This is an optimization exercise on Yosys and OpenROAD, whose aim is small area and few clock cycles, not a production implementation.
The RTL was checked by simulation tests, not by an equivalence proof against the original design.
Power and IR drop assume default switching activity.

`design/flow/run.sh`:
```
#!/bin/bash
# synth_recipe.tcl (not shown) runs the flow's synth.tcl, then flattens the netlist and writes it again
# the make line also repeats each setting of config.mk as NAME=value (left out here)
make -C /OpenROAD-flow-scripts/flow DESIGN_CONFIG=/design/flow/config.mk WORK_HOME=/design/flow/orfs CLKGATE_MAP_FILE= SYNTH_SCRIPT=/design/flow/synth_recipe.tcl finish
```
`design/flow/config.mk`:
```
export PLATFORM = sky130hd
export DESIGN_NAME = flash_ctrl
export DESIGN_NICKNAME = flash_ctrl
export VERILOG_FILES = /design/flow/design.v
export SDC_FILE = /design/flow/constraint.sdc
export NUM_CORES = 4
export LEC_CHECK = 0
export CAP_MARGIN = 20
export CORE_MARGIN = 2
export CORE_UTILIZATION = 40
export PLACE_DENSITY = 0.6
export SLEW_MARGIN = 20
```
`design/flow/constraint.sdc`:
```
create_clock -name core_clock -period 10.0 [get_ports {clk}]
set_input_delay 2.0000 -clock core_clock [delete_from_list [all_inputs] [get_ports {clk}]]
set_output_delay 2.0000 -clock core_clock [all_outputs]
set_load 0.01 [all_outputs]
```
`design/flow/design.v`:
```
module flash_ctrl (
    input  wire        clk,
    input  wire        rst,
    input  wire        start,
    input  wire [4:0]  op,
    input  wire [31:0] arg0,
    input  wire [31:0] arg1,
    input  wire [31:0] arg2,
    input  wire [31:0] arg3,
    output reg         busy,
    output reg         done,
    output reg         ok,
    output reg  [31:0] res_lo,
    output reg  [31:0] res_hi,
    output reg         bus_cs,
    output wire        bus_req,
    output reg  [7:0]  bus_tx,
    input  wire        bus_ack,
    input  wire [7:0]  bus_rx,
    output wire        ram_req,
    output wire        ram_we,
    output reg  [31:0] ram_addr,
    output wire [7:0]  ram_wdata,
    input  wire        ram_ack,
    input  wire [7:0]  ram_rdata
);
    localparam [7:0]  DUMMY_TX     = 8'hFF;
    localparam [23:0] KNOWN_ID     = 24'hEF4018;
    localparam [31:0] ADDR_MASK    = 32'h00FF_FFFF;
    localparam [31:0] PAGE_SIZE    = 32'd256;
    localparam [31:0] SECTOR_SIZE  = 32'd4096;
    localparam [31:0] BURST_BYTES  = 32'd16;
    localparam [4:0] OP_INITIALIZE   = 5'd1;
    localparam [4:0] OP_IDENTIFY     = 5'd2;
    localparam [4:0] OP_READ_STATUS  = 5'd3;
    localparam [4:0] OP_WRITE_ENABLE = 5'd4;
    localparam [4:0] OP_WRITE_DISABLE= 5'd5;
    localparam [4:0] OP_PROGRAM      = 5'd6;
    localparam [4:0] OP_ERASE_SECTOR = 5'd7;
    localparam [4:0] OP_ERASE_B32    = 5'd8;
    localparam [4:0] OP_ERASE_B64    = 5'd9;
    localparam [4:0] OP_ERASE_CHIP   = 5'd10;
    localparam [4:0] OP_DEEP_PD      = 5'd11;
    localparam [4:0] OP_READ_RANGE   = 5'd12;
    localparam [4:0] OP_WRITE_RANGE  = 5'd13;
    localparam [4:0] OP_ERASE_RANGE  = 5'd14;
    localparam [4:0] OP_MASS_ERASE   = 5'd15;
    localparam [4:0] OP_CHECKSUM     = 5'd16;
    localparam [4:0] OP_VERIFY       = 5'd17;
    localparam [7:0] CMD_WREN = 8'h06;
    localparam [7:0] CMD_WRDI = 8'h04;
    localparam [7:0] CMD_RDSR = 8'h05;
    localparam [7:0] CMD_READ = 8'h03;
    localparam [7:0] CMD_PP   = 8'h02;
    localparam [7:0] CMD_SE   = 8'h20;
    localparam [7:0] CMD_BE32 = 8'h52;
    localparam [7:0] CMD_BE64 = 8'hD8;
    localparam [7:0] CMD_CE   = 8'hC7;
    localparam [7:0] CMD_RDID = 8'h9F;
    localparam [7:0] CMD_DP   = 8'hB9;
    localparam [2:0] C_IDLE   = 3'd0;
    localparam [2:0] C_INIT   = 3'd1;   
    localparam [2:0] C_WREN   = 3'd2;   
    localparam [2:0] C_CMD    = 3'd3;   
    localparam [2:0] C_POLL   = 3'd4;   
    localparam [2:0] C_RD_CS  = 3'd5;   
    localparam [2:0] C_RD_CMP = 3'd6;   
    localparam [2:0] C_CMP    = 3'd7;   
    localparam [2:0] F_BEGIN = 3'd0;
    localparam [2:0] F_OP    = 3'd1;
    localparam [2:0] F_A2    = 3'd2;
    localparam [2:0] F_A1    = 3'd3;
    localparam [2:0] F_A0    = 3'd4;
    localparam [2:0] F_DATA  = 3'd5;    
    localparam [2:0] F_RAM   = 3'd6;    
    localparam [2:0] F_END   = 3'd7;
    reg  [2:0]  ctl;
    reg  [2:0]  fr;
    reg         identified;
    reg  [4:0]  op_q;
    reg  [31:0] arg0_q, arg1_q, arg2_q, arg3_q;    
    reg  [31:0] a_q;        
    reg  [31:0] rem_q;      
    reg  [31:0] p_q;        
    reg  [8:0]  n_q;        
    reg  [31:0] e_q;        
    reg  [31:0] cnt_q;      
    reg  [7:0]  byte_q;     
    reg  [7:0]  s_q;        
    reg  [23:0] id_q;       
    reg  [31:0] acc_q;
    reg  [33:0] lo_q;       
    reg  [33:0] hi_q;       
    reg  [33:0] w_q;        
    reg  [31:0] words_q;    
    reg  [31:0] m_q;        
    reg  [31:0] r_q;        
    reg  [33:0] b_q;        
    reg  [33:0] k_q;        
    reg  [31:0] cs_q;       
    reg  [4:0]  j_q;        
    reg  [7:0]  buf_q [0:15];
    localparam [1:0] D_NONE = 2'd0;   
    localparam [1:0] D_RX   = 2'd1;   
    localparam [1:0] D_TX   = 2'd2;   
    reg  [7:0]  f_opcode;
    reg         f_addr;       
    reg  [23:0] f_a;
    reg  [1:0]  f_dkind;
    reg  [31:0] f_ndata;
    wire [31:0] m0_q = m_q & ADDR_MASK;
    always @(*) begin
        f_opcode = CMD_RDSR;
        f_addr   = 1'b0;
        f_a      = a_q[23:0];
        f_dkind  = D_NONE;
        f_ndata  = 32'd0;
        case (ctl)
            C_WREN: f_opcode = CMD_WREN;
            C_POLL: begin
                f_opcode = CMD_RDSR;
                f_dkind  = D_RX;
                f_ndata  = 32'd1;
            end
            C_RD_CS: begin
                f_opcode = CMD_READ;
                f_addr   = 1'b1;
                f_a      = w_q[23:0] + 24'd1;     
                f_dkind  = D_RX;
                f_ndata  = 32'd4;
            end
            C_RD_CMP: begin
                f_opcode = CMD_READ;
                f_addr   = 1'b1;
                f_a      = m0_q[23:0] + k_q[23:0];
                f_dkind  = D_RX;
                f_ndata  = BURST_BYTES;
            end
            default: begin   
                case (op_q)
                    OP_INITIALIZE, OP_IDENTIFY: begin
                        f_opcode = CMD_RDID;
                        f_dkind  = D_RX;
                        f_ndata  = 32'd3;
                    end
                    OP_READ_STATUS: begin
                        f_opcode = CMD_RDSR;
                        f_dkind  = D_RX;
                        f_ndata  = 32'd1;
                    end
                    OP_WRITE_ENABLE:  f_opcode = CMD_WREN;
                    OP_WRITE_DISABLE: f_opcode = CMD_WRDI;
                    OP_DEEP_PD:       f_opcode = CMD_DP;
                    OP_ERASE_CHIP, OP_MASS_ERASE: f_opcode = CMD_CE;
                    OP_PROGRAM, OP_WRITE_RANGE: begin
                        f_opcode = CMD_PP;
                        f_addr   = 1'b1;
                        f_dkind  = D_TX;
                        f_ndata  = {23'd0, n_q};
                    end
                    OP_ERASE_SECTOR, OP_ERASE_RANGE: begin
                        f_opcode = CMD_SE;
                        f_addr   = 1'b1;
                    end
                    OP_ERASE_B32: begin
                        f_opcode = CMD_BE32;
                        f_addr   = 1'b1;
                    end
                    OP_ERASE_B64: begin
                        f_opcode = CMD_BE64;
                        f_addr   = 1'b1;
                    end
                    OP_READ_RANGE: begin
                        f_opcode = CMD_READ;
                        f_addr   = 1'b1;
                        f_dkind  = D_RX;
                        f_ndata  = rem_q;
                    end
                    default: f_opcode = CMD_RDSR;
                endcase
            end
        endcase
    end
    wire [2:0] after_addr = (f_ndata == 32'd0) ? F_END :
                            (f_dkind == D_TX)  ? F_RAM : F_DATA;
    wire [2:0] after_op   = f_addr ? F_A2 : after_addr;
    wire in_frame = (ctl != C_IDLE) && (ctl != C_INIT) && (ctl != C_CMP);
    assign bus_req = in_frame && ((fr == F_OP) || (fr == F_A2) || (fr == F_A1) ||
                                  (fr == F_A0) || (fr == F_DATA));
    always @(*) begin
        case (fr)
            F_OP:    bus_tx = f_opcode;
            F_A2:    bus_tx = f_a[23:16];
            F_A1:    bus_tx = f_a[15:8];
            F_A0:    bus_tx = f_a[7:0];
            F_DATA:  bus_tx = (f_dkind == D_TX) ? byte_q : DUMMY_TX;
            default: bus_tx = DUMMY_TX;
        endcase
    end
    wire is_read_range = (op_q == OP_READ_RANGE);
    assign ram_req   = (in_frame && fr == F_RAM) || (ctl == C_CMP);
    assign ram_we    = (ctl != C_CMP) && is_read_range;
    assign ram_wdata = byte_q;
    always @(*) begin
        if (ctl == C_CMP)
            ram_addr = r_q + k_q[31:0];
        else if (is_read_range)
            ram_addr = p_q + cnt_q - 32'd1;    
        else
            ram_addr = p_q + cnt_q;            
    end
    function [8:0] chunk_len;
        input [31:0] addr;
        input [31:0] rem;
        reg   [31:0] room;
        begin
            room = PAGE_SIZE - {24'd0, addr[7:0]};
            chunk_len = (rem < room) ? rem[8:0] : room[8:0];
        end
    endfunction
    wire [33:0] lane_addr = w_q + {2'd0, cnt_q};
    wire        lane_in   = (lane_addr >= lo_q) && (lane_addr < hi_q);
    wire [33:0] vf_b     = {arg2_q, 2'b00};
    wire [3:0]  vf_lead  = arg3_q[3:0];
    wire [3:0]  vf_trail = arg3_q[7:4];
    wire [33:0] vf_n     = vf_b - {30'd0, vf_lead} - {30'd0, vf_trail};
    wire [33:0] vf_lo    = {2'd0, arg0_q & ADDR_MASK} + {30'd0, vf_lead};
    wire [33:0] ck_n     = {2'd0, arg1_q};
    wire [33:0] ck_lo    = {2'd0, arg0_q & ADDR_MASK};
    wire [31:0] er_s     = (arg0_q & ADDR_MASK) & ~(SECTOR_SIZE - 32'd1);
    wire [31:0] er_e     = arg1_q & ADDR_MASK;
    wire        gated_op = (op_q == OP_PROGRAM) || (op_q == OP_WRITE_RANGE) ||
                           (op_q == OP_ERASE_SECTOR) || (op_q == OP_ERASE_B32) ||
                           (op_q == OP_ERASE_B64) || (op_q == OP_ERASE_CHIP) ||
                           (op_q == OP_ERASE_RANGE) || (op_q == OP_MASS_ERASE);
    wire        valid_op = (op_q >= OP_INITIALIZE) && (op_q <= OP_VERIFY);
    wire        bus_step = bus_req && bus_ack;
    wire        ram_step = ram_req && ram_ack;
    always @(posedge clk) begin
        if (rst) begin
            ctl        <= C_IDLE;
            fr         <= F_BEGIN;
            bus_cs     <= 1'b0;
            busy       <= 1'b0;
            done       <= 1'b0;
            identified <= 1'b0;
        end else begin
            case (ctl)
            C_IDLE: begin
                if (start) begin
                    op_q   <= op;
                    arg0_q <= arg0;
                    arg1_q <= arg1;
                    arg2_q <= arg2;
                    arg3_q <= arg3;
                    busy   <= 1'b1;
                    done   <= 1'b0;
                    ctl    <= C_INIT;
                end
            end
            C_INIT: begin
                fr <= F_BEGIN;
                if (!valid_op || (gated_op && !identified)) begin
                    ok     <= 1'b0;
                    res_lo <= 32'd0;
                    res_hi <= 32'd0;
                    busy   <= 1'b0;
                    done   <= 1'b1;
                    ctl    <= C_IDLE;
                end else begin
                    case (op_q)
                        OP_PROGRAM, OP_WRITE_RANGE: begin
                            a_q   <= (op_q == OP_WRITE_RANGE) ? (arg0_q & ADDR_MASK) : arg0_q;
                            rem_q <= arg1_q;
                            p_q   <= arg2_q;
                            n_q   <= chunk_len((op_q == OP_WRITE_RANGE) ? (arg0_q & ADDR_MASK) : arg0_q,
                                               arg1_q);
                            if (arg1_q == 32'd0) begin
                                ok     <= 1'b1;
                                res_lo <= 32'd0;
                                res_hi <= 32'd0;
                                busy   <= 1'b0;
                                done   <= 1'b1;
                                ctl    <= C_IDLE;
                            end else begin
                                ctl <= C_WREN;
                            end
                        end
                        OP_ERASE_SECTOR: begin
                            a_q <= arg0_q * SECTOR_SIZE;
                            ctl <= C_WREN;
                        end
                        OP_ERASE_B32: begin
                            a_q <= arg0_q * 32'd32768;
                            ctl <= C_WREN;
                        end
                        OP_ERASE_B64: begin
                            a_q <= arg0_q * 32'd65536;
                            ctl <= C_WREN;
                        end
                        OP_ERASE_CHIP, OP_MASS_ERASE: begin
                            ctl <= C_WREN;
                        end
                        OP_ERASE_RANGE: begin
                            a_q <= er_s;
                            e_q <= er_e;
                            if (er_s > er_e) begin
                                ok     <= 1'b1;
                                res_lo <= 32'd0;
                                res_hi <= 32'd0;
                                busy   <= 1'b0;
                                done   <= 1'b1;
                                ctl    <= C_IDLE;
                            end else begin
                                ctl <= C_WREN;
                            end
                        end
                        OP_READ_RANGE: begin
                            a_q   <= arg0_q & ADDR_MASK;
                            rem_q <= arg1_q;
                            p_q   <= arg2_q;
                            ctl   <= C_CMD;
                        end
                        OP_CHECKSUM: begin
                            acc_q   <= arg2_q;
                            lo_q    <= ck_lo;
                            hi_q    <= ck_lo + ck_n;
                            w_q     <= ck_lo & ~34'd3;
                            words_q <= (arg1_q >> 2) + {31'd0, (arg1_q[1:0] != 2'd0)};
                            if (arg1_q == 32'd0) begin
                                ok     <= 1'b1;
                                res_lo <= arg2_q;
                                res_hi <= 32'd0;
                                busy   <= 1'b0;
                                done   <= 1'b1;
                                ctl    <= C_IDLE;
                            end else begin
                                ctl <= C_RD_CS;
                            end
                        end
                        OP_VERIFY: begin
                            m_q     <= arg0_q;
                            r_q     <= arg1_q;
                            b_q     <= vf_b;
                            k_q     <= 34'd0;
                            acc_q   <= 32'd0;
                            lo_q    <= vf_lo;
                            hi_q    <= vf_lo + vf_n;
                            w_q     <= vf_lo & ~34'd3;
                            words_q <= vf_n[33:2] + {31'd0, (vf_n[1:0] != 2'd0)};
                            if (vf_b == 34'd0) begin
                                ok     <= 1'b1;
                                res_lo <= 32'd0;
                                res_hi <= 32'd0;
                                busy   <= 1'b0;
                                done   <= 1'b1;
                                ctl    <= C_IDLE;
                            end else if (vf_n == 34'd0) begin
                                cs_q <= 32'd0;
                                ctl  <= C_RD_CMP;
                            end else begin
                                ctl <= C_RD_CS;
                            end
                        end
                        default: ctl <= C_CMD;   
                    endcase
                end
            end
            C_CMP: begin
                if (ram_step) begin
                    if (buf_q[j_q[3:0]] != ram_rdata) begin
                        ok     <= 1'b1;
                        res_lo <= m_q + k_q[31:0];
                        res_hi <= cs_q;
                        busy   <= 1'b0;
                        done   <= 1'b1;
                        ctl    <= C_IDLE;
                    end else begin
                        k_q <= k_q + 34'd1;
                        j_q <= j_q + 5'd1;
                        if (k_q + 34'd1 >= b_q) begin
                            ok     <= 1'b1;
                            res_lo <= 32'd0;
                            res_hi <= cs_q;
                            busy   <= 1'b0;
                            done   <= 1'b1;
                            ctl    <= C_IDLE;
                        end else if (j_q + 5'd1 == BURST_BYTES[4:0]) begin
                            fr  <= F_BEGIN;
                            ctl <= C_RD_CMP;
                        end
                    end
                end
            end
            default: begin
                case (fr)
                    F_BEGIN: begin
                        bus_cs <= 1'b1;
                        cnt_q  <= 32'd0;
                        fr     <= F_OP;
                    end
                    F_OP: if (bus_step) fr <= after_op;
                    F_A2: if (bus_step) fr <= F_A1;
                    F_A1: if (bus_step) fr <= F_A0;
                    F_A0: if (bus_step) fr <= after_addr;
                    F_DATA: if (bus_step) begin
                        cnt_q <= cnt_q + 32'd1;
                        if (f_dkind == D_RX) begin
                            case (ctl)
                                C_POLL: s_q <= bus_rx;
                                C_RD_CS: if (lane_in) acc_q <= acc_q + {24'd0, bus_rx};
                                C_RD_CMP: buf_q[cnt_q[3:0]] <= bus_rx;
                                default: begin
                                    if (op_q == OP_READ_STATUS) s_q <= bus_rx;
                                    id_q   <= {id_q[15:0], bus_rx};
                                    byte_q <= bus_rx;
                                end
                            endcase
                            if (ctl == C_CMD && is_read_range)
                                fr <= F_RAM;             
                            else if (cnt_q + 32'd1 < f_ndata)
                                fr <= F_DATA;
                            else
                                fr <= F_END;
                        end else begin
                            if (cnt_q + 32'd1 < f_ndata)
                                fr <= F_RAM;             
                            else
                                fr <= F_END;
                        end
                    end
                    F_RAM: if (ram_step) begin
                        if (is_read_range && ctl == C_CMD) begin
                            fr <= (cnt_q < f_ndata) ? F_DATA : F_END;
                        end else begin
                            byte_q <= ram_rdata;
                            fr     <= F_DATA;
                        end
                    end
                    F_END: begin
                        bus_cs <= 1'b0;
                        fr     <= F_BEGIN;
                        case (ctl)
                            C_WREN: ctl <= C_CMD;
                            C_CMD: begin
                                if (gated_op) begin
                                    ctl <= C_POLL;
                                end else begin
                                    ok     <= 1'b1;
                                    res_lo <= 32'd0;
                                    res_hi <= 32'd0;
                                    if (op_q == OP_READ_STATUS)
                                        res_lo <= {24'd0, s_q};
                                    if (op_q == OP_INITIALIZE || op_q == OP_IDENTIFY) begin
                                        identified <= (id_q == KNOWN_ID);
                                        ok         <= (id_q == KNOWN_ID);
                                        res_lo     <= (id_q == KNOWN_ID) ? {8'd0, id_q} : 32'd0;
                                    end
                                    busy <= 1'b0;
                                    done <= 1'b1;
                                    ctl  <= C_IDLE;
                                end
                            end
                            C_POLL: begin
                                if (s_q[0]) begin
                                    ctl <= C_POLL;           
                                end else if ((op_q == OP_PROGRAM || op_q == OP_WRITE_RANGE) &&
                                             (rem_q != {23'd0, n_q})) begin
                                    a_q   <= a_q + {23'd0, n_q};
                                    p_q   <= p_q + {23'd0, n_q};
                                    rem_q <= rem_q - {23'd0, n_q};
                                    n_q   <= chunk_len(a_q + {23'd0, n_q}, rem_q - {23'd0, n_q});
                                    ctl   <= C_WREN;
                                end else if (op_q == OP_ERASE_RANGE &&
                                             ({1'b0, a_q} + {1'b0, SECTOR_SIZE} <= {1'b0, e_q})) begin
                                    a_q <= a_q + SECTOR_SIZE;
                                    ctl <= C_WREN;
                                end else begin
                                    ok     <= 1'b1;
                                    res_lo <= 32'd0;
                                    res_hi <= 32'd0;
                                    busy   <= 1'b0;
                                    done   <= 1'b1;
                                    ctl    <= C_IDLE;
                                end
                            end
                            C_RD_CS: begin
                                w_q     <= w_q + 34'd4;
                                words_q <= words_q - 32'd1;
                                if (words_q != 32'd1) begin
                                    ctl <= C_RD_CS;
                                end else if (op_q == OP_CHECKSUM) begin
                                    ok     <= 1'b1;
                                    res_lo <= acc_q;
                                    res_hi <= 32'd0;
                                    busy   <= 1'b0;
                                    done   <= 1'b1;
                                    ctl    <= C_IDLE;
                                end else begin
                                    cs_q <= acc_q;
                                    ctl  <= C_RD_CMP;
                                end
                            end
                            C_RD_CMP: begin
                                j_q <= 5'd0;
                                ctl <= C_CMP;
                            end
                            default: ctl <= C_IDLE;
                        endcase
                    end
                    default: fr <= F_BEGIN;
                endcase
            end
            endcase
        end
    end
endmodule
```
==> run notes <==
- Initial Utilization: about two fifths
- Final worst slack: approximately 1.2 ns
- WP data arrival: approximately 6.8 ns
- Syn nets: 6234
- Drt first-iter violations: approximately 5400
- Final Skew: 0.0691 ns
- CTS tree: built
- Post-CTS sizing: 0
- Final net count: 6500
- Slowest-stage cell, CP: mux2i_1
- Crit-path max FO: 9
- Design area: between 60000 and 70000 µm²
- Hold Crit Class: flop to flop
- Post-CTS setup buffers: 0
- Num CTS Buffers: 95
- Via count: between 40000 and 50000
- Maximum clock path buffer count: 3
- Final Hold Viols: 0
- Area Growth Syn to Fin: 15.0%
- CTS Sinks: 839
- Critical path startpoint category: flop
- Pleak: around 24 nW
- Fin Setup TNS: 0 ns
- Routed WL per cell: between 20 and 30 µm
- Routability congestion estimate: 1.05
- Hold-fix buffers, CTS: 0
- Post-Syn Instances: about 5600
- Reg clk slew, reported paths: ~0.06 ns
- Endpoints failing setup: 0
- Warnings from Yosys: 1
- Most common cell after layout, fill and taps aside: edfxtp_1
- Fin. max-slew vios: 0
- Total GRT Usage: 30.5%
- Die area: roughly 140000 µm²
- Fin crit share: approximately 88%
- Asr flop ratio synth: 0%
- Vert. Die Dim: 381 µm
- GRT Residual Overflow: 0
- Area after DPL: slightly above 60000 µm²
- Synthesized area per cell: between 10 and 15 µm²
- Worst-case vdd ir drop: between 0.0001 and 0.00015 V
- Pwr/cell area: about 190 nW/µm²
- Worst slew pin tran: between 1 and 1.5 ns
- Max reg flops: roughly 130
- RSZ-0062 raised after global routing: false
- Critical path required time: approximately 8.0 ns
- Leading cell types in the layout, fill and taps excluded: 825 x edfxtp_1, 475 x nand2_1, 441 x ha_1
- Yosys reg bits: roughly 840
- # IOs: roughly 270
- Antenna-violating nets left: 0
- Crit path buf inv count: 1
- H-tree level count: 3
- First-pass GRT wire length: between 300000 and 400000 µm
- Die width: roughly 380 µm
- Share of cells above drive strength 1: 7.36%
- Num rows: between 100 and 150
- Max stage delay on crit path: around 0.85 ns
- Initial DRT Pass Iterations: 9
- DP Wirelength: around 180000 µm
- Core Area: 141000 µm²
- Clk latency of the worst-skew pair: roughly 0.77 ns
- Post-synth EDFFs: around 830
- Synth Cell Area: between 50000 and 60000 µm²
- Pre-CTS setup slack: about 2.0 ns
- Remaining DRCs: 0
- Status: timing/DRC/antenna clean
- Crit path kind: flop to output port
- Total routed wirelength: 226000 µm
- Max Cap Viol: 0
- Initial antenna violation count: 29
- Root buf cell: clkbuf_16
- Pin count of the biggest net entering global routing: about 200
- Synth cell types: around 100
- Post-layout min period: roughly 8.8 ns
- Routed vias/inst: 5.95
- Vias in the first global route: ~44000
- Worst-path cell chain: ha_1 -> fa_1 -> a211o_1 -> a21boi_2 -> nor3_1 -> o31ai_2 -> nand2_1 -> a311oi_1 -> or4b_1 -> or2_1 -> or4_4 -> nor4_2 -> xor2_1 -> mux2i_1 -> clkdlybuf4s50_1
- Crit end category: output port
- Dominant synthesized flop cell: edfxtp_1
- Top Family by Delay on Critical Path: simple AND/OR/NAND/NOR gates
- Register area share after synthesis: approximately 44%
- Slew Limit Headroom: around a tenth
- Fin util: between 40 and 50%
- Buffers on Ports: 248
- Peak Freq: between 0.1 and 0.15 GHz
power breakdown:
| group | leakage, nW | total (mW) | switching [mW] | internal [mW] |
|---|---|---|---|---|
| Combinational | 15.3 | 4.16 | 2.67 | 1.49 |
| Clock | 1.54 | 3.63 | 1.59 | 2.05 |
| Sequential | 7.67 | 4.41 | 0.240 | 4.17 |
| Total | 24.5 | 12.2 | 4.49 | 7.71 |
logic make-up (layout without fill, tap and decap cells):
logic type	Yosys count	count (layout)	synth area share (%)
buf+inv	522	864	3.48
simple gates	1856	1856	16.4
xor+xnor	573	573	8.84
fa+ha+maj	455	455	10.2
other cells	0	7	0
mux	80	80	2.22
compound gates	1300	1300	14.8
flops	839	839	44.1
per-stage QoR:
step,instances,hold WS [ns],power (mW)
floorplan,5625,0.417,6.84
global placement,7683,0.426,8.50
detailed placement,7684,0.430,8.55
CTS,7857,0.447,12.2
global route,7857,0.456,12.7
finish,7864,0.447,12.2
layout make-up:
cell class | instances | area, µm²
clock buffer | 116 | 2480
sequential | 839 | 25100
antenna | 7 | 17.5
tap | 1890 | 2360
multi-input combinational | 4264 | 29900
fill | 13379 | 76000
inverter | 300 | 1130
clock inverter | 57 | 727
timing repair buffer | 391 | 3570
synthesized netlist by cell type, types with 105 or more instances:
master | instances | area share (%)
edfxtp_1 | 825 | 44
nand2_1 | 476 | 3.1
ha_1 | 441 | 9.7
nor2_1 | 418 | 2.8
xnor2_1 | 344 | 5.3
a21oi_1 | 341 | 3.0
o21ai_0 | 307 | 2.7
inv_1 | 300 | 2.0
xor2_1 | 229 | 3.5
clkbuf_1 | 196 | 1.3
a21o_1 | 143 | 1.9
nand3_1 | 140 | 1.2
nor3_1 | 135 | 1.2
and2_1 | 131 | 1.4
nand4_1 | 105 | 1.2
worst paths after layout:
check	from	end	slack [ns]	cells after the start
setup / recovery	cnt_q[0]	ram_addr[26]	1.23	15
hold / removal	id_q[14]	id_q[22]	0.45	0
setup reg to reg	arg2_q[0]	hi_q[30]	3.09	21
hold reg to reg	id_q[14]	id_q[22]	0.45	0
layer usage:
metal	up-vias	wire (µm)	GRT usage, %
met3	490	19900	5.31
met1	22694	93600	41.2
met5	-	148	0
met4	20	15700	17.9
met2	2228	96900	46.1
li1	21326	-	-
Testbench counts, summed over its fixed seeds: cycles 620,751.

what the ideal ports hide:
Ports are ideal in the flow. The routed layout listed here was re-timed in OpenROAD. Step 1 sets driving cells, clkbuf_16 on the clock port and buf_2 on the other inputs (assumed; they add their load-dependent delay and slew). Step 2 moves the port delays by t, midway between the first and last clock arrival at a register: inputs arrive t later, outputs are due t later. That takes back most of the time a late clock gives input paths. Three values: no drivers, after step 1, after step 2; two values: the first two.
t (ns): 0.808
slack for setup (ns): 1.226 / 1.149 / 1.957
hold slack, ns: 0.447 / 0.447 / 0.447
worst setup path at the end: register to output
pins driven straight from the clock port: 1
After both steps setup and hold are still met in this run. For this run, drivers alone change the setup slack by -0.077 ns; drivers and shift together by +0.731 ns.
